This is an optimization exercise on Yosys and OpenROAD, whose aim is small area, a short achievable clock period and few clock cycles, not a production implementation. At most, simulation tests tie the RTL to the original design; equivalence was not proved. Function not checked in run 4: the RTL went through the layout flow alone.

===== flow/config.mk =====
export PLATFORM = sky130hd
export DESIGN_NAME = dani_deframer
export DESIGN_NICKNAME = dani_deframer
export VERILOG_FILES = /design/flow/design.v
export SDC_FILE = /design/flow/constraint.sdc
export NUM_CORES = 4
export LEC_CHECK = 0
export CAP_MARGIN = 20
export CELL_PAD_IN_SITES_DETAIL_PLACEMENT = 2
export CELL_PAD_IN_SITES_GLOBAL_PLACEMENT = 2
export CORE_MARGIN = 2
export CORE_UTILIZATION = 30
export CTS_CLUSTER_DIAMETER = 120
export CTS_CLUSTER_SIZE = 26
export PLACE_DENSITY = 0.5
export SLEW_MARGIN = 50

===== flow/constraint.sdc =====
create_clock -name core_clock -period 28.0 [get_ports {clk}]
set_input_delay 5.6000 -clock core_clock [delete_from_list [all_inputs] [get_ports {clk}]]
set_output_delay 5.6000 -clock core_clock [all_outputs]
set_load 0.01 [all_outputs]

===== flow/design.v =====
module dani_deframer (
    input  wire         clk,
    input  wire         rst,            
    input  wire         cfg_proto,      
    input  wire [3:0]   cfg_ctrl_hi,    
    input  wire [7:0]   cfg_sq_code,    
    input  wire [27:0]  cfg_rsplen,     
    input  wire         in_valid,
    input  wire [7:0]   in_data,
    output wire         in_ready,
    output wire         out_valid,
    input  wire         out_ready,
    output wire [4:0]   out_len,        
    output wire [143:0] out_frame,      
    output wire [15:0]  out_drops       
);
    localparam BUFN = 18;
    reg              proto_q;
    reg              pn_q;      
    reg [7:0]        sq_q;
    localparam [8*BUFN-1:0] INV = {{(8*BUFN-24){1'b1}}, 24'd0};
    reg [8*BUFN-1:0] bufs_q;
    wire [8*BUFN-1:0] buf_q = bufs_q ^ INV;
    reg [4:0]        cnt_q;     
    reg              in_rdy_q;  
    reg [15:0]       drops_q;   
    reg              drop_q;    
    reg              taken_q;   
    reg              chk_q;     
    reg              ok_q;      
    reg              ov_q;      
    reg [4:0]        skip_q;    
    reg              sof0_q;    
    reg [BUFN-1:4]   omn_q;     
    reg              hd_drop;   
    reg              hd_cand;   
    reg [3:0]        hd_v;      
    reg  [BUFN-1:4]  hd_lt;     
    integer j;
    always @(*)
        for (j = 4; j < BUFN; j = j + 1)
            hd_lt[j] = pn_q ? ({1'b0, hd_v} >= j - 4) : ({1'b0, hd_v} >= j - 3);
    integer i;
    function [5:0] hdr_dec;     
        input [7:0] x0, x1, x2;
        input [1:0] p;
        reg         start, hdr, plaus;
        reg  [3:0]  n;
        begin
            if (!proto_q) begin
                start = (x0 == 8'hAA);
                hdr   = (p >= 2'd2);
                plaus = (x1[7:4] == cfg_ctrl_hi) && (x1[3:0] != 4'd0) && (x1[3:0] <= 4'd9);
                n     = x1[3:0];
            end else begin
                start = (x0[7:1] == 7'b1111101);
                hdr   = (p == 2'd3);
                plaus = 1'b1;
                n     = 4'd0;
                if (!x0[0]) begin
                    case (x2)
                        8'hF6: n = 4'd3;
                        8'hF3: n = 4'd1;
                        8'h83: n = 4'd2;
                        8'h9B: n = 4'd1;
                        8'h96: n = 4'd8;
                        8'h97: n = 4'd8;
                        default: begin
                            if (x2 != sq_q) plaus = 1'b0;
                        end
                    endcase
                end else begin
                    case (x2)
                        8'hF6: n = cfg_rsplen[3:0];
                        8'hF3: n = cfg_rsplen[7:4];
                        8'h83: n = cfg_rsplen[11:8];
                        8'h9B: n = cfg_rsplen[15:12];
                        8'h96: n = cfg_rsplen[19:16];
                        8'h97: n = cfg_rsplen[23:20];
                        default: n = (x2 == sq_q) ? cfg_rsplen[27:24] : 4'hF;
                    endcase
                    plaus = (n != 4'hF);
                end
            end
            hdr_dec = {((p != 2'd0) && !start) || (start && hdr && !plaus),
                       start && hdr && plaus, n};
        end
    endfunction
    wire [BUFN-1:0] lt_t = {hd_lt, 4'b1111};      
    reg  [BUFN-1:0] at_chk, at_eof;               
    reg  [7:0]      term [0:BUFN];
    reg  [7:0]      chk;
    reg             eof_ok;
    always @(*) begin
        chk    = 8'h00;
        eof_ok = 1'b0;
        for (i = 0; i < BUFN; i = i + 1) begin
            at_chk[i] = (i >= 3) && ({1'b0, hd_v} == i - 3);
            at_eof[i] = (i >= 4) && ({1'b0, hd_v} == i - 4);
            if (at_chk[i])
                chk = chk | buf_q[8*i +: 8];
            if (at_eof[i] && buf_q[8*i +: 8] == 8'h55)
                eof_ok = 1'b1;
            term[i] = lt_t[i] ? buf_q[8*i +: 8] : 8'h00;
        end
        term[0] = {1'b1, !pn_q, 1'b1, !pn_q, 1'b1, 1'b0, 1'b1, pn_q || buf_q[0]};
        if (pn_q) begin
            term[1] = 8'h00;
            term[3] = 8'h00;
        end
        term[BUFN] = ~{chk[6:0], 1'b0};
    end
    function [15:0] csa;        
        input [7:0] a, b, c;
        begin
            csa = {((a & b) | (a & c) | (b & c)) << 1, a ^ b ^ c};
        end
    endfunction
    wire [15:0] s1_0 = csa(term[0],  term[1],  term[2]);
    wire [15:0] s1_1 = csa(term[3],  term[4],  term[5]);
    wire [15:0] s1_2 = csa(term[6],  term[7],  term[8]);
    wire [15:0] s1_3 = csa(term[9],  term[10], term[11]);
    wire [15:0] s1_4 = csa(term[12], term[13], term[14]);
    wire [15:0] s1_5 = csa(term[15], term[16], term[17]);
    wire [15:0] s2_0 = csa(s1_0[7:0], s1_0[15:8], s1_1[7:0]);
    wire [15:0] s2_1 = csa(s1_1[15:8], s1_2[7:0], s1_2[15:8]);
    wire [15:0] s2_2 = csa(s1_3[7:0], s1_3[15:8], s1_4[7:0]);
    wire [15:0] s2_3 = csa(s1_4[15:8], s1_5[7:0], s1_5[15:8]);
    wire [15:0] s3_0 = csa(s2_0[7:0], s2_0[15:8], s2_1[7:0]);
    wire [15:0] s3_1 = csa(s2_1[15:8], s2_2[7:0], s2_2[15:8]);
    wire [15:0] s3_2 = csa(s2_3[7:0], s2_3[15:8], term[BUFN]);
    wire [15:0] s4_0 = csa(s3_0[7:0], s3_0[15:8], s3_1[7:0]);
    wire [15:0] s4_1 = csa(s3_1[15:8], s3_2[7:0], s3_2[15:8]);
    wire [15:0] s5_0 = csa(s4_0[7:0], s4_0[15:8], s4_1[7:0]);
    wire [15:0] s6_0 = csa(s5_0[7:0], s5_0[15:8], s4_1[15:8]);
    wire sum_ok = ((s6_0[7:0] ^ s6_0[15:8]) == 8'hFF);
    wire win_ok = sum_ok && (proto_q || (eof_ok && buf_q[31:27] == 5'd0));
    wire       fail_now = chk_q && !ok_q;
    assign     out_valid = (chk_q && ok_q) || ov_q;
    wire       skipping = (skip_q[4:1] != 4'd0) && !fail_now;
    wire [4:0] hd_t     = {1'b0, hd_v} + (proto_q ? 5'd4 : 5'd5);    
    wire       complete = (cnt_q >= hd_t);
    wire       check    = !skipping && hd_cand && complete;
    wire       rm_rdy   = skipping && out_valid;
    wire       rm_now   = skipping ? !out_valid : (hd_drop || (hd_cand && complete));
    wire       remove   = rm_now || (rm_rdy && out_ready);
    assign in_ready = in_rdy_q;
    wire [4:0] cnt_p1 = cnt_q + 5'd1;
    wire [4:0] cnt_m1 = cnt_q - 5'd1;
    wire   accept   = in_valid && in_rdy_q;
    wire [1:0] p0 = (cnt_q > 5'd2) ? 2'd3 : cnt_q[1:0];
    wire [1:0] p1 = (cnt_q > 5'd3) ? 2'd3 : (cnt_q == 5'd0) ? 2'd0 : cnt_q[1:0] - 2'd1;
    wire [5:0] dec0 = hdr_dec(buf_q[7:0],  buf_q[15:8],  buf_q[23:16], p0);
    wire [5:0] dec1 = hdr_dec(buf_q[15:8], buf_q[23:16], buf_q[31:24], p1);
    wire [5:0] dec  = (rm_now || rm_rdy) ? dec1 : dec0;
    reg [BUFN-1:0] ld_in, en;
    always @(*) begin
        for (i = 0; i < BUFN; i = i + 1) begin
            ld_in[i] = (i + 1 >= cnt_q);
            en[i]    = (rm_now || (i >= cnt_q)) || (rm_rdy && out_ready);
        end
    end
    assign out_frame[7:0] = {1'b1, proto_q, 1'b1, proto_q, 1'b1, 1'b0, 1'b1, sof0_q};
    genvar g;
    generate
        for (g = 1; g < 4; g = g + 1) begin : g_out_lo
            assign out_frame[8*g +: 8] = bufs_q[8*(g-1) +: 8];
        end
        for (g = 4; g < BUFN; g = g + 1) begin : g_out
            assign out_frame[8*g +: 8] = ~(bufs_q[8*(g-1) +: 8] | {8{omn_q[g]}});
        end
    endgenerate
    assign out_len   = skip_q;
    assign out_drops = drops_q;
    always @(posedge clk) begin
        proto_q  <= cfg_proto;
        pn_q     <= !cfg_proto;
        sq_q     <= cfg_sq_code;
        for (i = 0; i < BUFN; i = i + 1)
            if (en[i])
                bufs_q[8*i +: 8] <= ((ld_in[i] || i == BUFN - 1) ? in_data : buf_q[8*((i+1)%BUFN) +: 8]) ^ INV[8*i +: 8];
        hd_v  <= dec[3:0];
        if (!out_valid) omn_q <= ~hd_lt;
        if (check) sof0_q <= buf_q[0];
        ok_q <= win_ok;
        if (rst) begin
            cnt_q     <= 5'd0;
            in_rdy_q  <= 1'b1;
            drops_q   <= 16'd0;
            drop_q    <= 1'b0;
            taken_q   <= 1'b0;
            skip_q    <= 5'd0;
            chk_q     <= 1'b0;
            ov_q      <= 1'b0;
            hd_drop   <= 1'b0;
            hd_cand   <= 1'b0;
        end else begin
            cnt_q    <= remove ? (accept ? cnt_q : cnt_m1) : (accept ? cnt_p1 : cnt_q);
            in_rdy_q <= !(((cnt_q == BUFN[4:0]) || (cnt_q == BUFN[4:0] - 5'd1 && accept)) && !remove);
            hd_drop <= dec[5];
            hd_cand <= dec[4];
            if (skipping) begin
                if (rm_now || out_ready) skip_q <= skip_q - 5'd1;
            end else if (check) begin
                skip_q <= hd_t;
            end else begin
                skip_q <= 5'd0;
            end
            chk_q <= check;
            drop_q <= !skipping && hd_drop;
            if (drop_q || fail_now) begin
                if (drops_q != 16'hFFFF) drops_q <= drops_q + 16'd1;
            end else if (taken_q) begin
                drops_q <= 16'd0;
            end
            taken_q <= out_valid && out_ready;
            ov_q    <= out_valid && !out_ready;
        end
    end
endmodule

===== flow/flow/run.sh =====
#!/bin/bash
# Standard layout, except that the port buffers are the small
# sky130_fd_sc_hd__buf_1 instead of the cell buffer_ports picks by itself.
set -euo pipefail
export BUFFER_PORTS_ARGS="-buffer_cell sky130_fd_sc_hd__buf_1"
bash standard.sh > standard.log 2>&1

===== flow/standard.sh =====
#!/bin/bash
# synth_recipe.tcl (not shown) runs the flow's synth.tcl, then flattens the netlist and writes it again
# the make line also repeats each setting of config.mk as NAME=value (left out here)
make -C /OpenROAD-flow-scripts/flow DESIGN_CONFIG=/design/flow/config.mk WORK_HOME=/design/flow/orfs CLKGATE_MAP_FILE= SYNTH_SCRIPT=/design/flow/synth_recipe.tcl "${@:-finish}"

==> summary.txt, run 1 <==
Status
  – Status: timing/DRC/antenna clean

Logic synthesis
  – Async SR Flop Fraction: 0%
  – FF+latch count, synth: 207
  – Synth top area cells: edfxtp_1, fa_1, nor2_1
  – Synth top area share: 30.8%
  – Synth Warn #: 2
  – Cell taking the most area after synthesis: edfxtp_1
  – Post-synth EDFFs: 159
  – Synth Flop Type: edfxtp_1
  – Seq/Total Area, Yosys: 37.0%
  – Distinct cell type count after synthesis: 82
  – Post-Synthesis Cell Area: 15500 um2
  – Syn Inst Count: 1703
  – Average size of a mapped cell: 9.11 um2

Global routing
  – Initial antenna violation count: 2
  – Vias in the first global route: 14214
  – First-pass GRT wire length: 104 mm
  – Gr usage total: 26.7%
  – Total congestion overflow: 0
  – Largest net degree at the start of global routing: 48

Run
  – Maxcap violations: 0

Clock tree
  – CTS tree: done
  – CTS HTree Levels: 1
  – Clock latency (worst-skew pair): 520 ps
  – Setup bufs post-CTS: 0
  – Root Driver: clkbuf_16
  – Clock tree buffer depth: 3
  – # hold bufs at CTS: 0
  – CTS Buf Count: 12
  – Cts repair resizes: 0
  – Clock transition at path regs: 110 ps
  – CTS sink cnt: 207

Setup path
  – CP required: 22400 ps
  – Critical path endpoint category: output port
  – Setup CP Type: reg -> out
  – Setup crit start: bufs_q[40]
  – Max FO, Critical Path: 5
  – Critical path's slowest cell: edfxtp_1
  – CP cell instances: nor2_1, buf_1
  – Critical Path Source Type: flop
  – Worst path arrival time: 1590 ps
  – Largest stage delay, worst path: 670 ps
  – R2r startpoint: hd_v[1]

Route
  – Avg Vias per Cell: 5.52
  – DR vias: 13845
  – Antenna Nets Post-Route: 0
  – Post-Route WL: 72.0 mm
  – Routed WL per cell: 28.7 um
  – Pre-Repair DR Iteration Count: 7
  – DR iter-0 viols: 963
  – Drc violations: 0

Min path
  – Worst Hold Class: reg -> reg
  – Worst hold start: drops_q[12]

Timing
  – Final Hold Vio Count: 0
  – Maximum clock rate: 0.139 GHz
  – Final period utilization: 25.7%
  – Min Tclk post-route: 7190 ps
  – Hold Slack: 543 ps
  – Relative slew slack: 51.4%
  – Slew @ Worst Pin: 729 ps
  – Setup TNS: 0 ps
  – RSZ-0062 raised after global routing: false
  – Clk_skew: 21.4 ps
  – Setup violators final: 0
  – Slew Limit Fails: 0

Place
  – Inst Count DP: 2489
  – DP HPWL: 55.1 mm
  – Final GP Congestion: 0.909
  – Port Buf Inserts: 214

Layout
  – Finished Layout Cells: 2509
  – Share of cells above drive strength 1: 6.72%
  – Final #Nets: 2003
  – Ant diodes: 0
  – Layout area overhead: 11.1%
  – Final core occ: 33.7%
  – Fill cells: 5825

Floorplanning
  – Std-Cell Rows: 83
  – Core area: 51200 um2
  – Initial Utilization: 30.3%
  – Die Wd: 231 um
  – DIE AREA: 53600 um2
  – I/O pin count: 220
  – Chip Height: 231 um
-- metal layers --
metal  vias to the layer above  GRT usage [%]  part of all wire [%]
met3                        50           2.13                   5.0
met5                         -              0                     0
met1                      7273           38.9                    47
met4                         0           3.95                   1.6
met2                       417           44.0                    47
li1                       6105              -                     -
-- cell type report --
type	instances	area (um2)	area share, %
clock inverters	3	28.8	0.167
multi-input cells	1257	8840	51.3
flip-flops and latches	207	5740	33.3
well taps	680	851	4.94
repair buffers	243	1040	6.01
inverters	104	390	2.26
clock buffers	15	354	2.05
-- cells in the final DEF, fill, tap and decap left out, types with 8 or more instances in the layout --
cell and instances:
buf_1 210, nand2_1 177, edfxtp_1 159, o221ai_1 12, nor2_1 306, nor2b_1 9
a21oi_1 53, o21ai_0 153, mux4_2 8, o22ai_1 23, clkbuf_16 14, nand4_1 13
a31oi_1 14, inv_1 104, ha_1 27, buf_4 27, or2_2 19, xnor2_1 39
a22oi_1 13, nor4_1 15, fa_1 98, nand2b_1 15, nor4bb_1 18, xor2_1 37
nand3_1 22, mux2i_1 8, dfxtp_1 43, nor3_1 14, o211ai_1 9
-- state kept, by name, indices dropped and copies added, names as in the netlist, 4 cells and up --
register and count:
bufs_q 144, drops_q 16, omn_q 14, sq_q 8
cnt_q 5, skip_q 5, hd_v 4
-- final timing paths --
path,to,slack (ps),cells past startpoint
hold / removal,drops_q[12],540,2
setup reg to reg,ok_q,21070,21
setup / recovery,out_frame[48],20810,2
hold reg to reg,drops_q[12],540,2
-- stage by stage --
| stage | setup WS, ps | area [um2] |
|---|---|---|
| 2_1_floorplan | 20730 | 15500 |
| 3_3_place_gp | 20060 | 16700 |
| 3_5_place_dp | 20390 | 16800 |
| 4_1_cts | 20790 | 17200 |
| 5_1_grt | 20760 | 17200 |
| 6_report | 20810 | 17200 |
-- Yosys cell counts, drive strengths merged (23+ instances only) --
| library cell | instances |
|---|---|
| nor2 | 309 |
| dfxtp | 48 |
| xnor2 | 41 |
| a21oi | 57 |
| ha | 27 |
| xor2 | 37 |
| buf | 52 |
| inv | 104 |
| o21ai | 159 |
| o22ai | 23 |
| fa | 98 |
| nand2 | 178 |
| clkbuf | 86 |
| edfxtp | 159 |
-- cells by family after synthesis --
logic type / Yosys count / synth area share, %
simple gates: 672 / 20.2
compound gates: 355 / 14.4
buf+inv: 242 / 6.83
flops: 207 / 37.0
fa+ha+maj: 125 / 14.8
xor+xnor: 80 / 4.79
mux: 20 / 1.97
other cells: 2 / 0.0484
-- critical path: cells and delay by family (launching register included) --
family | cells | cell delay [ps]
flops | 1 | 670
simple gates | 1 | 230
buf+inv | 1 | 180
Testbench counts, summed over its fixed seeds: cycles 32,298.
==> inputs of run 2 (changes only) <==
--- a/flow/config.mk
+++ b/flow/config.mk
@@ -11,6 +11,4 @@
 export CORE_MARGIN = 2
-export CORE_UTILIZATION = 30
-export CTS_CLUSTER_DIAMETER = 120
-export CTS_CLUSTER_SIZE = 26
-export PLACE_DENSITY = 0.5
+export CORE_UTILIZATION = 38
+export PLACE_DENSITY = 0.55
 export SLEW_MARGIN = 50
==> run 2 against run 1 <==
Compared with the run above: critical endpoint is now out_frame[49]; via count increased by 2.7%; first-iteration DRC count is 49% higher; design area up 1.4%; still clean on timing, DRC and antenna; largest cell class unchanged; highest routed layer is now met5; critical path type unchanged; critical path depth did not move.
==> summary.txt, run 2 <==
Status
  – Status: timing/DRC/antenna clean

Setup path
  – Setup CP Type: reg -> out
  – CP required: 22400 ps (about the same)
  – Max FO, Critical Path: 5 (unchanged)
  – R2R Path End: ok_q
  – CP cell instances: nor2_1, buf_1
  – Register-to-register setup slack: 21050 ps (-20 ps)
  – R2r startpoint: hd_v[1]
  – Critical path's slowest cell: edfxtp_1
  – Setup crit start: bufs_q[41]
  – Largest stage delay, worst path: 830 ps (+160 ps)
  – Critical path endpoint category: output port
  – Critical Path Source Type: flop
  – Worst path arrival time: 1680 ps (+90 ps)
  – Worst reg2reg path depth: 21 (unchanged)

Route
  – Routed WL per cell: 29.0 um (+0.97%)
  – DR vias: 14214 (+2.7%)
  – Drc violations: 0 (unchanged)
  – Avg Vias per Cell: 5.94 (+7.6%)
  – Pre-Repair DR Iteration Count: 5 (-2)
  – Post-Route WL: 69.3 mm (-3.7%)
  – DR iter-0 viols: 1431 (+49%)
  – Antenna Nets Post-Route: 0 (unchanged)

Global routing
  – Vias in the first global route: 14870 (+4.6%)
  – Met1 Use GR: 46.8% (+7.9 points)
  – Total congestion overflow: 0 (unchanged)
  – Gr usage total: 32.9% (+6.2 points)
  – Initial antenna violation count: 1 (-1)
  – Met2 Use GR: 52.6% (+8.6 points)
  – Met3 global-route usage: 5.23% (+3.1 points)
  – First-pass GRT wire length: 101 mm (-2.4%)
  – Largest net degree at the start of global routing: 51 (+6.3%)
  – Gr busiest metal: met2

Clock tree
  – # hold bufs at CTS: 0 (unchanged)
  – Clock latency (worst-skew pair): 560 ps (+40 ps)
  – CTS HTree Levels: 1 (unchanged)
  – CTS Buf Count: 26 (+14)
  – CTS tree: done
  – Cts repair resizes: 0 (unchanged)
  – Clock tree buffer depth: 3 (unchanged)
  – Setup bufs post-CTS: 0 (unchanged)
  – Root Driver: clkbuf_16
  – CTS sink cnt: 207 (unchanged)
  – Clock transition at path regs: 60 ps (-50 ps)

Layout
  – Fill cells: 4457 (-23%)
  – Area of the multi-input gates: 8810 um2 (-0.37%)
  – Final #Nets: 2019 (+0.80%)
  – Top flop regs: bufs_q: 144 flops, drops_q: 16 flops, omn_q: 14 flops
  – Share of cells above drive strength 1: 7.47% (+0.74 points)
  – Layout area overhead: 12.6%
  – Most common cell after layout, fill and taps aside: nor2_1
  – Reg area: 5740 um2 (about the same)
  – Largest Register: bufs_q
  – Number of flip-flops in the largest register: 144 (unchanged)
  – Most frequent cells in the layout: nor2_1, buf_1, nand2_1

Floorplanning
  – Initial Utilization: 38.3% (+8.0 points)
  – Core area: 40600 um2 (-21%)
  – I/O pin count: 220 (unchanged)
  – Chip Height: 206 um (-11%)
  – Std-Cell Rows: 74 (-11%)
  – DIE AREA: 42500 um2 (-21%)
  – Die Wd: 206 um (-11%)

Logic synthesis
  – Async SR Flop Fraction: 0% (unchanged)
  – Top post-synthesis cells by count: nor2_1, nand2_1, edfxtp_1
  – Post-Synthesis Cell Area: 15500 um2 (unchanged)
  – Synth top area cells: edfxtp_1, fa_1, nor2_1
  – FF+latch count, synth: 207 (unchanged)
  – Syn Inst Count: 1703 (unchanged)
  – Synth Warn #: 2 (unchanged)
  – Cell taking the most area after synthesis: edfxtp_1
  – Seq/Total Area, Yosys: 37.0% (unchanged)
  – Post-synth EDFFs: 159 (unchanged)
  – Synth top area share: 30.8% (unchanged)
  – Average size of a mapped cell: 9.11 um2 (unchanged)
  – Top-count cell post-synth: nor2_1
  – Distinct cell type count after synthesis: 82 (unchanged)
  – Synth Flop Type: edfxtp_1

Min path
  – Hold path cells: 2 (unchanged)
  – Worst hold start: drops_q[12]
  – Worst Hold Class: reg -> reg
  – Hold path endpoint: drops_q[12]

Timing
  – Slew @ Worst Pin: 776 ps (+47.2 ps)
  – Clk_skew: 17.6 ps (-3.80 ps)
  – Min Tclk post-route: 7280 ps (+91.2 ps)
  – Setup TNS: 0 ps (unchanged)
  – Slew Limit Fails: 0 (unchanged)
  – Setup violators final: 0 (unchanged)
  – RSZ-0062 raised after global routing: false
  – Final period utilization: 26.0% (+0.33 points)
  – Maximum clock rate: 0.137 GHz (-1.3%)
  – Hold Slack: 538 ps (-4.63 ps)
  – Final Hold Vio Count: 0 (unchanged)
  – Relative slew slack: 47.8% (-3.6 points)

Place
  – Port Buf Inserts: 214 (unchanged)
  – Final GP Congestion: 0.959 (+5.5%)
  – DP HPWL: 51.9 mm (-5.9%)

Run
  – Maxcap violations: 0 (unchanged)
==> run 2: final cells by class <==
class | instances | area share (%)
flip-flops and latches | 207 | 32.8
inverters | 104 | 2.23
clock buffers | 36 | 4.11
multi-input cells | 1257 | 50.4
clock inverters | 12 | 0.601
repair buffers | 245 | 6.00
well taps | 532 | 3.81
diodes | 1 | 0.0143
==> run 2: critical path, delay by kind of cell, from the launching register on <==
| kind | cells | cell delay (ps) |
|---|---|---|
| buffers and inverters | 1 | 160 |
| AND/OR/NAND/NOR | 1 | 130 |
| flip-flops | 1 | 830 |
==> run 2: cell families (layout without fill, tap and decap cells) <==
family          count (synthesis)  count (layout)  share of synthesized area (%)
simple gates                  672             672                           20.2
compound gates                355             355                           14.4
buf+inv                       242             397                           6.83
flops                         207             207                           37.0
fa+ha+maj                     125             125                           14.8
xor+xnor                       80              80                           4.79
mux                            20              20                           1.97
other cells                     2               6                         0.0484
==> run 2: how the worst max path moves through the flow <==
stage / endpoint / slack (ps) / cells after the start
after global placement: bufs_q[1] / 20460 / 6
after CTS: out_frame[49] / 20740 / 2
after detailed placement: hd_cand / 20450 / 9
after global routing: out_frame[49] / 20700 / 2
final: out_frame[49] / 20720 / 2
after floorplan: bufs_q[24] / 20730 / 6
==> run 2: routing by layer <==
| layer | share of wire, % | up-vias |
|---|---|---|
| met1 | 45 | 7359 |
| met5 | 0.020 | - |
| met3 | 6.8 | 117 |
| met4 | 2.7 | 2 |
| li1 | - | 6173 |
| met2 | 46 | 563 |
==> run 2: per-stage QoR <==
step / cells / instance area (um2) / worst slack [ps] / utilization, %
6_report: 2394 / 17500 / 20720 / 43.1
4_1_cts: 2393 / 17400 / 20740 / 43.0
2_1_floorplan: 1706 / 15500 / 20730 / -
3_3_place_gp: 2344 / 16600 / 20460 / 40.9
3_5_place_dp: 2345 / 16600 / 20450 / 41.0
5_1_grt: 2393 / 17500 / 20700 / 43.1
==> inputs of run 3 (changes only) <==
--- a/flow/config.mk
+++ b/flow/config.mk
@@ -8,7 +8,7 @@
 export CAP_MARGIN = 20
-export CELL_PAD_IN_SITES_DETAIL_PLACEMENT = 2
-export CELL_PAD_IN_SITES_GLOBAL_PLACEMENT = 2
+export CELL_PAD_IN_SITES_DETAIL_PLACEMENT = 1
+export CELL_PAD_IN_SITES_GLOBAL_PLACEMENT = 1
 export CORE_MARGIN = 2
-export CORE_UTILIZATION = 38
-export PLACE_DENSITY = 0.55
+export CORE_UTILIZATION = 30
+export PLACE_DENSITY = 0.5
 export SLEW_MARGIN = 50
==> run 3 against run 2 <==
Compared with the run above: still clean; register-to-register slack about the same; fmax increased by 1.3%; die area increased by 26%; flip-flop and latch count unchanged; first-iteration DRC count decreased by 23%; non-clock buffer count increased by 1; final cell count increased by 6.3%; design area increased by 1.6%; critical path type unchanged; critical endpoint is now out_frame[37]; highest routed layer is now met4.
==> summary.txt, run 3 <==
Setup path
  – Critical path endpoint category: output port
  – CP required: 22400 ps (about the same)
  – CP cell instances: nor2_1, buf_1
  – Register-to-register setup slack: 21050 ps (about the same)
  – Worst reg2reg path depth: 22 (+4.8%)
  – CP delay by family, top: flip-flops
  – Max FO, Critical Path: 11 (+6)
  – Critical path's slowest cell: edfxtp_1
  – Worst path arrival time: 1590 ps (-90 ps)
  – Stages on the worst setup path: 2 (unchanged)
  – Worst Path Buf+Inv: 1 (unchanged)
  – Largest stage delay, worst path: 770 ps (-60 ps)
  – Setup CP Type: reg -> out
  – Critical Path Source Type: flop

Timing
  – Setup TNS: 0 ps (unchanged)
  – Setup violators final: 0 (unchanged)
  – Final period utilization: 25.7% (-0.33 points)
  – Slew @ Worst Pin: 719 ps (-56.7 ps)
  – Slew Limit Fails: 0 (unchanged)
  – Relative slew slack: 51.5% (+3.6 points)
  – Setup ws final: 20810 ps (+91.8 ps)
  – Final Hold Vio Count: 0 (unchanged)
  – Clk_skew: 11.9 ps (-5.71 ps)
  – RSZ-0062 raised after global routing: false
  – Min Tclk post-route: 7190 ps (-91.8 ps)
  – Maximum clock rate: 0.139 GHz (+1.3%)

Floorplanning
  – Core area: 51200 um2 (+26%)
  – Die Wd: 231 um (+12%)
  – Std-Cell Rows: 83 (+12%)
  – Chip Height: 231 um (+12%)
  – DIE AREA: 53600 um2 (+26%)
  – I/O pin count: 220 (unchanged)
  – Initial Utilization: 30.3% (-8.0 points)

Route
  – Routed WL per cell: 27.0 um (-6.7%)
  – Antenna Nets Post-Route: 0 (unchanged)
  – Avg Vias per Cell: 5.41 (-8.9%)
  – Pre-Repair DR Iteration Count: 5 (unchanged)
  – DR vias: 13757 (-3.2%)
  – Post-Route WL: 68.7 mm (-0.90%)
  – Drc violations: 0 (unchanged)
  – DR iter-0 viols: 1100 (-23%)

Global routing
  – Largest net degree at the start of global routing: 48 (-5.9%)
  – Total congestion overflow: 0 (unchanged)
  – Gr usage total: 25.4% (-7.5 points)
  – First-pass GRT wire length: 98.8 mm (-2.4%)
  – Initial antenna violation count: 0 (-1)
  – Vias in the first global route: 14026 (-5.7%)

Logic synthesis
  – Top-count cell post-synth: nor2_1
  – Synth Flop Type: edfxtp_1
  – Synth Warn #: 2 (unchanged)
  – Post-Synthesis Cell Area: 15500 um2 (unchanged)
  – Distinct cell type count after synthesis: 82 (unchanged)
  – Top post-synthesis cells by count: nor2_1, nand2_1, edfxtp_1
  – Seq/Total Area, Yosys: 37.0% (unchanged)
  – Synth top area share: 30.8% (unchanged)
  – Async SR Flop Fraction: 0% (unchanged)
  – Syn Inst Count: 1703 (unchanged)
  – Cell taking the most area after synthesis: edfxtp_1
  – FF+latch count, synth: 207 (unchanged)
  – Synth top area cells: edfxtp_1, fa_1, nor2_1
  – Post-synth EDFFs: 159 (unchanged)
  – Average size of a mapped cell: 9.11 um2 (unchanged)

Place
  – Final GP Congestion: 0.899 (-6.3%)
  – Setup slack at placement: 20510 ps (+59.0 ps)
  – Port Buf Inserts: 214 (unchanged)
  – DP HPWL: 51.9 mm (+0.10%)

Clock tree
  – Clock transition at path regs: 60 ps (about the same)
  – # hold bufs at CTS: 0 (unchanged)
  – Clock tree buffer depth: 3 (unchanged)
  – Root Driver: clkbuf_16
  – Clock latency (worst-skew pair): 560 ps (about the same)
  – CTS sink cnt: 207 (unchanged)
  – CTS HTree Levels: 1 (unchanged)
  – CTS tree: done
  – CTS Buf Count: 27 (+3.8%)
  – Setup bufs post-CTS: 0 (unchanged)
  – Cts repair resizes: 0 (unchanged)

Layout
  – Largest Register: bufs_q
  – Share of cells above drive strength 1: 7.89% (+0.42 points)
  – Layout area overhead: 14.4%
  – Most common cell after layout, fill and taps aside: nor2_1
  – Final #Nets: 2021 (+0.099%)
  – Most frequent cells in the layout: nor2_1, buf_1, nand2_1
  – Top flop regs: bufs_q: 144 flops, drops_q: 16 flops, omn_q: 14 flops
  – Number of flip-flops in the largest register: 144 (unchanged)

Min path
  – Hold path cells: 2 (unchanged)
  – Worst Hold Class: reg -> reg

Run
  – Maxcap violations: 0 (unchanged)

Status
  – Status: timing/DRC/antenna clean
-- run 3: cells by family after synthesis --
logic type,share of synthesized area [%]
adder cells (fa/ha/maj),14.8
AND/OR/NAND/NOR,20.2
XOR/XNOR,4.79
multiplexers,1.97
AO/OA/AOI/OAI,14.4
flip-flops,37.0
buffers and inverters,6.83
other,0.0484
-- run 3: worst reg2reg max path, delay by kind of cell (launching register included) --
kind                       cells  cell delay (ps)
AOI/OAI and AO/OA              1              320
adders and majority gates      6             3020
xor gates and xnor gates       7             1520
and+or+nand+nor                3             1060
buffers and inverters          5              640
DFF                            1              310
-- run 3: final timing paths --
kind                   start            end
setup / recovery  bufs_q[29]  out_frame[37]
hold / removal     skip_q[2]      skip_q[2]
setup reg to reg     hd_v[3]           ok_q
hold reg to reg    skip_q[2]      skip_q[2]
-- run 3: layout make-up --
type                            count  area (um2)
Clock inverter                     19         150
Inverter                          104         390
Fill cell                        6013       33400
Antenna cell                        1        2.50
Multi-Input combinational cell   1257        8840
Clock buffer                       30         697
Timing Repair Buffer              246        1070
Sequential cell                   207        5740
Tap cell                          680         851
-- run 3: stage by stage --
stage	std cells	cell area [um2]	utilization (%)	hold WS, ps
global placement	2489	16700	32.7	511
global route	2543	17700	34.7	559
finish	2544	17700	34.7	523
floorplan	1706	15500	-	458
detailed placement	2493	16900	32.9	524
CTS	2542	17700	34.6	533
-- run 3: routing by layer --
metal | track usage (%) | vias to the layer above | routed length [um] | part of all wire, %
met5 | 0 | - | 0 | 0
li1 | - | 6153 | - | -
met4 | 6.39 | 0 | 1730 | 2.5
met3 | 4.17 | 101 | 4230 | 6.2
met1 | 35.8 | 7027 | 31500 | 46
met2 | 40.4 | 476 | 31200 | 45
==> inputs of run 4 (changes only) <==
--- a/flow/design.v
+++ b/flow/design.v
@@ -10,3 +10,3 @@
     output wire         in_ready,
-    output wire         out_valid,
+    output reg          out_valid,
     input  wire         out_ready,
@@ -30,3 +30,2 @@
     reg              ok_q;      
-    reg              ov_q;      
     reg [4:0]        skip_q;    
@@ -138,3 +137,2 @@
     wire       fail_now = chk_q && !ok_q;
-    assign     out_valid = (chk_q && ok_q) || ov_q;
     wire       skipping = (skip_q[4:1] != 4'd0) && !fail_now;
@@ -193,3 +191,3 @@
             chk_q     <= 1'b0;
-            ov_q      <= 1'b0;
+            out_valid <= 1'b0;
             hd_drop   <= 1'b0;
@@ -216,3 +214,3 @@
             taken_q <= out_valid && out_ready;
-            ov_q    <= out_valid && !out_ready;
+            out_valid <= (check && win_ok) || (out_valid && !out_ready);
         end
--- a/flow/config.mk
+++ b/flow/config.mk
@@ -8,6 +8,8 @@
 export CAP_MARGIN = 20
-export CELL_PAD_IN_SITES_DETAIL_PLACEMENT = 1
-export CELL_PAD_IN_SITES_GLOBAL_PLACEMENT = 1
+export CELL_PAD_IN_SITES_DETAIL_PLACEMENT = 2
+export CELL_PAD_IN_SITES_GLOBAL_PLACEMENT = 2
 export CORE_MARGIN = 2
 export CORE_UTILIZATION = 30
+export CTS_CLUSTER_DIAMETER = 120
+export CTS_CLUSTER_SIZE = 26
 export PLACE_DENSITY = 0.5
==> run 4 against run 3 <==
Compared with the run above: still clean on timing, DRC and antenna; register-to-register slack worse by 160 ps; non-clock buffer count unchanged.
==> summary.txt, run 4 <==
Timing
  – Setup ws final: 20690 ps (-116 ps)
  – Relative slew slack: 51.0% (-0.48 points)
  – Final period utilization: 26.1% (+0.42 points)
  – Final Hold Vio Count: 0 (unchanged)
  – Slew Limit Fails: 0 (unchanged)
  – Setup violators final: 0 (unchanged)
  – RSZ-0062 raised after global routing: false
  – Min Tclk post-route: 7310 ps (+116 ps)
  – Maximum clock rate: 0.137 GHz (-1.6%)
  – Setup TNS: 0 ps (unchanged)
  – Clk_skew: 29.7 ps (+17.8 ps)
  – Slew @ Worst Pin: 735 ps (+16.3 ps)
  – Hold Slack: 514 ps (-8.73 ps)

Logic synthesis
  – Synth top area cells: edfxtp_1, fa_1, nor2_1
  – Async SR Flop Fraction: 0% (unchanged)
  – Post-Synthesis Cell Area: 16000 um2 (+3.0%)
  – Top post-synthesis cells by count: nor2_1, edfxtp_1, nand2_1
  – Post-synth EDFFs: 159 (unchanged)
  – Syn Inst Count: 1732 (+1.7%)
  – Synth Warn #: 2 (unchanged)
  – FF+latch count, synth: 207 (unchanged)
  – Cell taking the most area after synthesis: edfxtp_1
  – Average size of a mapped cell: 9.23 um2 (+1.3%)
  – Distinct cell type count after synthesis: 109 (+33%)
  – Synth Flop Type: edfxtp_1
  – Synth top area share: 29.9% (-0.91 points)
  – Top-count cell post-synth: nor2_1
  – Seq/Total Area, Yosys: 35.9% (-1.1 points)

Clock tree
  – Clock latency (worst-skew pair): 530 ps (-30 ps)
  – CTS tree: done
  – Setup bufs post-CTS: 0 (unchanged)
  – # hold bufs at CTS: 0 (unchanged)
  – Root Driver: clkbuf_16
  – Cts repair resizes: 0 (unchanged)
  – CTS Buf Count: 13 (-52%)
  – CTS HTree Levels: 1 (unchanged)
  – Clock tree buffer depth: 3 (unchanged)
  – CTS sink cnt: 207 (unchanged)
  – Clock transition at path regs: 110 ps (+50 ps)

Layout
  – Post-Layout Inst Area: 17600 um2 (-0.72%)
  – Top flop regs: bufs_q: 144 flops, drops_q: 16 flops, omn_q: 14 flops
  – Fill cells: 5909 (-1.7%)
  – Number of flip-flops in the largest register: 144 (unchanged)
  – Largest Register: bufs_q
  – Most frequent cells in the layout: nor2_1, buf_1, edfxtp_1
  – Area of the multi-input gates: 9160 um2 (+3.5%)
  – Most common cell after layout, fill and taps aside: nor2_1
  – Layout area overhead: 10.2%
  – Final #Nets: 2030 (+0.45%)
  – Share of cells above drive strength 1: 7.70% (-0.19 points)
  – Reg area: 5740 um2 (about the same)

Floorplanning
  – Initial Utilization: 30.4% (+0.057 points)
  – Core area: 52700 um2 (+2.8%)
  – Die Wd: 235 um (+1.5%)
  – Std-Cell Rows: 84 (+1.2%)
  – I/O pin count: 220 (unchanged)
  – Chip Height: 235 um (+1.5%)
  – DIE AREA: 55200 um2 (+3.0%)

Setup path
  – Setup CP Type: in -> reg
  – Critical path's slowest cell: or4b_2
  – Critical Path Source Type: primary input
  – Max FO, Critical Path: 20 (+9)
  – CP cell instances: buf_1, nor2_1, nand2_1, nand2_1, buf_4, nand2_1, or4b_2
  – CP required: 28410 ps (+6010 ps)
  – Largest stage delay, worst path: 690 ps (-80 ps)
  – Cell with the most instances on the worst path: nand2_1
  – Critical path endpoint category: flop
  – Worst path arrival time: 7720 ps (+6130 ps)

Route
  – Routed WL per cell: 28.2 um (+4.2%)
  – Drc violations: 0 (unchanged)
  – Post-Route WL: 71.8 mm (+4.5%)
  – Avg Vias per Cell: 5.38 (-0.43%)
  – Antenna Nets Post-Route: 0 (unchanged)
  – DR iter-0 viols: 802 (-27%)
  – Pre-Repair DR Iteration Count: 5 (unchanged)
  – DR vias: 13725 (-0.23%)

Place
  – DP HPWL: 53.5 mm (+3.1%)
  – Port Buf Inserts: 214 (unchanged)
  – Setup slack at placement: 20150 ps (-366 ps)
  – Placed instance area: 17200 um2 (+1.9%)
  – Final GP Congestion: 0.858 (-4.6%)

Global routing
  – Largest net degree at the start of global routing: 44 (-8.3%)
  – Initial antenna violation count: 3 (+3)
  – Gr usage total: 25.6% (+0.20 points)
  – Vias in the first global route: 14742 (+5.1%)
  – Total congestion overflow: 0 (unchanged)
  – First-pass GRT wire length: 105 mm (+6.6%)

Status
  – Status: timing/DRC/antenna clean

Min path
  – Worst Hold Class: reg -> reg

Run
  – Maxcap violations: 0 (unchanged)
[run 4: changes by cell type after synthesis, sizes merged, moves of 10 or more]
cell	delta
o21ai	-17
mux2i	+11
buf	+15
nand3b	+10
a221oi	+14
nand2	-27
xor2	-11
a21oi	+12
[run 4: final cells by class]
type	instances	area share [%]
multi-input cells	1278	52.0
flip-flops and latches	207	32.6
repair buffers	246	5.98
clock inverters	6	0.412
clock buffers	15	1.89
diodes	3	0.0426
well taps	688	4.89
inverters	106	2.26
[run 4: kinds of logic (layout without fill, tap and decap cells)]
logic type	count (synthesis)	count (layout)	synth area share, %
AOI/OAI and AO/OA	347	347	13.9
xor gates and xnor gates	71	71	4.23
adders and majority gates	125	125	14.4
buffers and inverters	250	373	7.40
DFF	207	207	35.9
muxes	28	28	2.03
other	2	8	0.0470
and+or+nand+nor	702	702	22.1
[run 4: metal layers]
layer | routed length (um) | global-route usage [%] | part of all wire, %
met5 | 0 | 0 | 0
met3 | 1960 | 2.06 | 2.7
met4 | 1250 | 4.41 | 1.7
met1 | 32000 | 34.2 | 45
met2 | 36500 | 45.7 | 51
[run 4: path summary, 6_finish.rpt]
kind | startpoint | endpoint | slack, ps | depth (start not counted)
hold / removal | drops_q[12] | drops_q[12] | 510 | 2
setup reg to reg | hd_v[0] | out_valid | 20890 | 20
setup / recovery | out_ready | in_rdy_q | 20690 | 7
hold reg to reg | drops_q[12] | drops_q[12] | 510 | 2
[run 4: worst max-delay path: cells and delay by family]
kind	cells	cell delay [ps]
buffers and inverters	2	500
and+or+nand+nor	5	1610
[run 4: through the flow]
step                util [%]  cells
floorplan                  -   1735
global placement        32.5   2521
detailed placement      32.6   2522
CTS                     33.4   2543
global route            33.5   2548
finish                  33.5   2549

separate check: timing with driven ports:
The results above use ideal ports. As a check the final layouts listed here were re-extracted and re-timed, cells and wires unchanged. Step 1 (the two cells are an assumption about what drives the block):
set clk [get_ports {clk}]
set_driving_cell -lib_cell sky130_fd_sc_hd__clkbuf_16 $clk
set_driving_cell -lib_cell sky130_fd_sc_hd__buf_2 [delete_from_list [all_inputs] $clk]
Step 2 adds t to the input delays and takes it off the output delays; t is the mean of the earliest and latest rising clock arrival at the registers after step 1. Input paths then give back, and output paths get back, about the clock's delay inside the block. Three values: ideal ports, drivers, drivers and shift; two values: the first two.
| run | t, ns | slack for setup (ns) | latest minus earliest clock arrival (ns) | worst data-port slew with drivers (ns) |
|---|---|---|---|---|
| run 1 | 0.567 | 20.808 / 20.749 / 20.417 | 0.022 / 0.022 | 0.04 |
| run 2 | 0.613 | 20.717 / 20.657 / 20.400 | 0.018 / 0.019 | 0.03 |
| run 3 | 0.611 | 20.809 / 20.748 / 20.448 | 0.012 / 0.012 | 0.04 |
| run 4 | 0.581 | 20.692 / 20.732 / 20.151 | 0.030 / 0.031 | 0.08 |
After both steps every run listed still meets setup and hold. For run 4, which loses most, drivers alone change the setup slack by +0.040 ns; drivers and shift together by -0.541 ns.
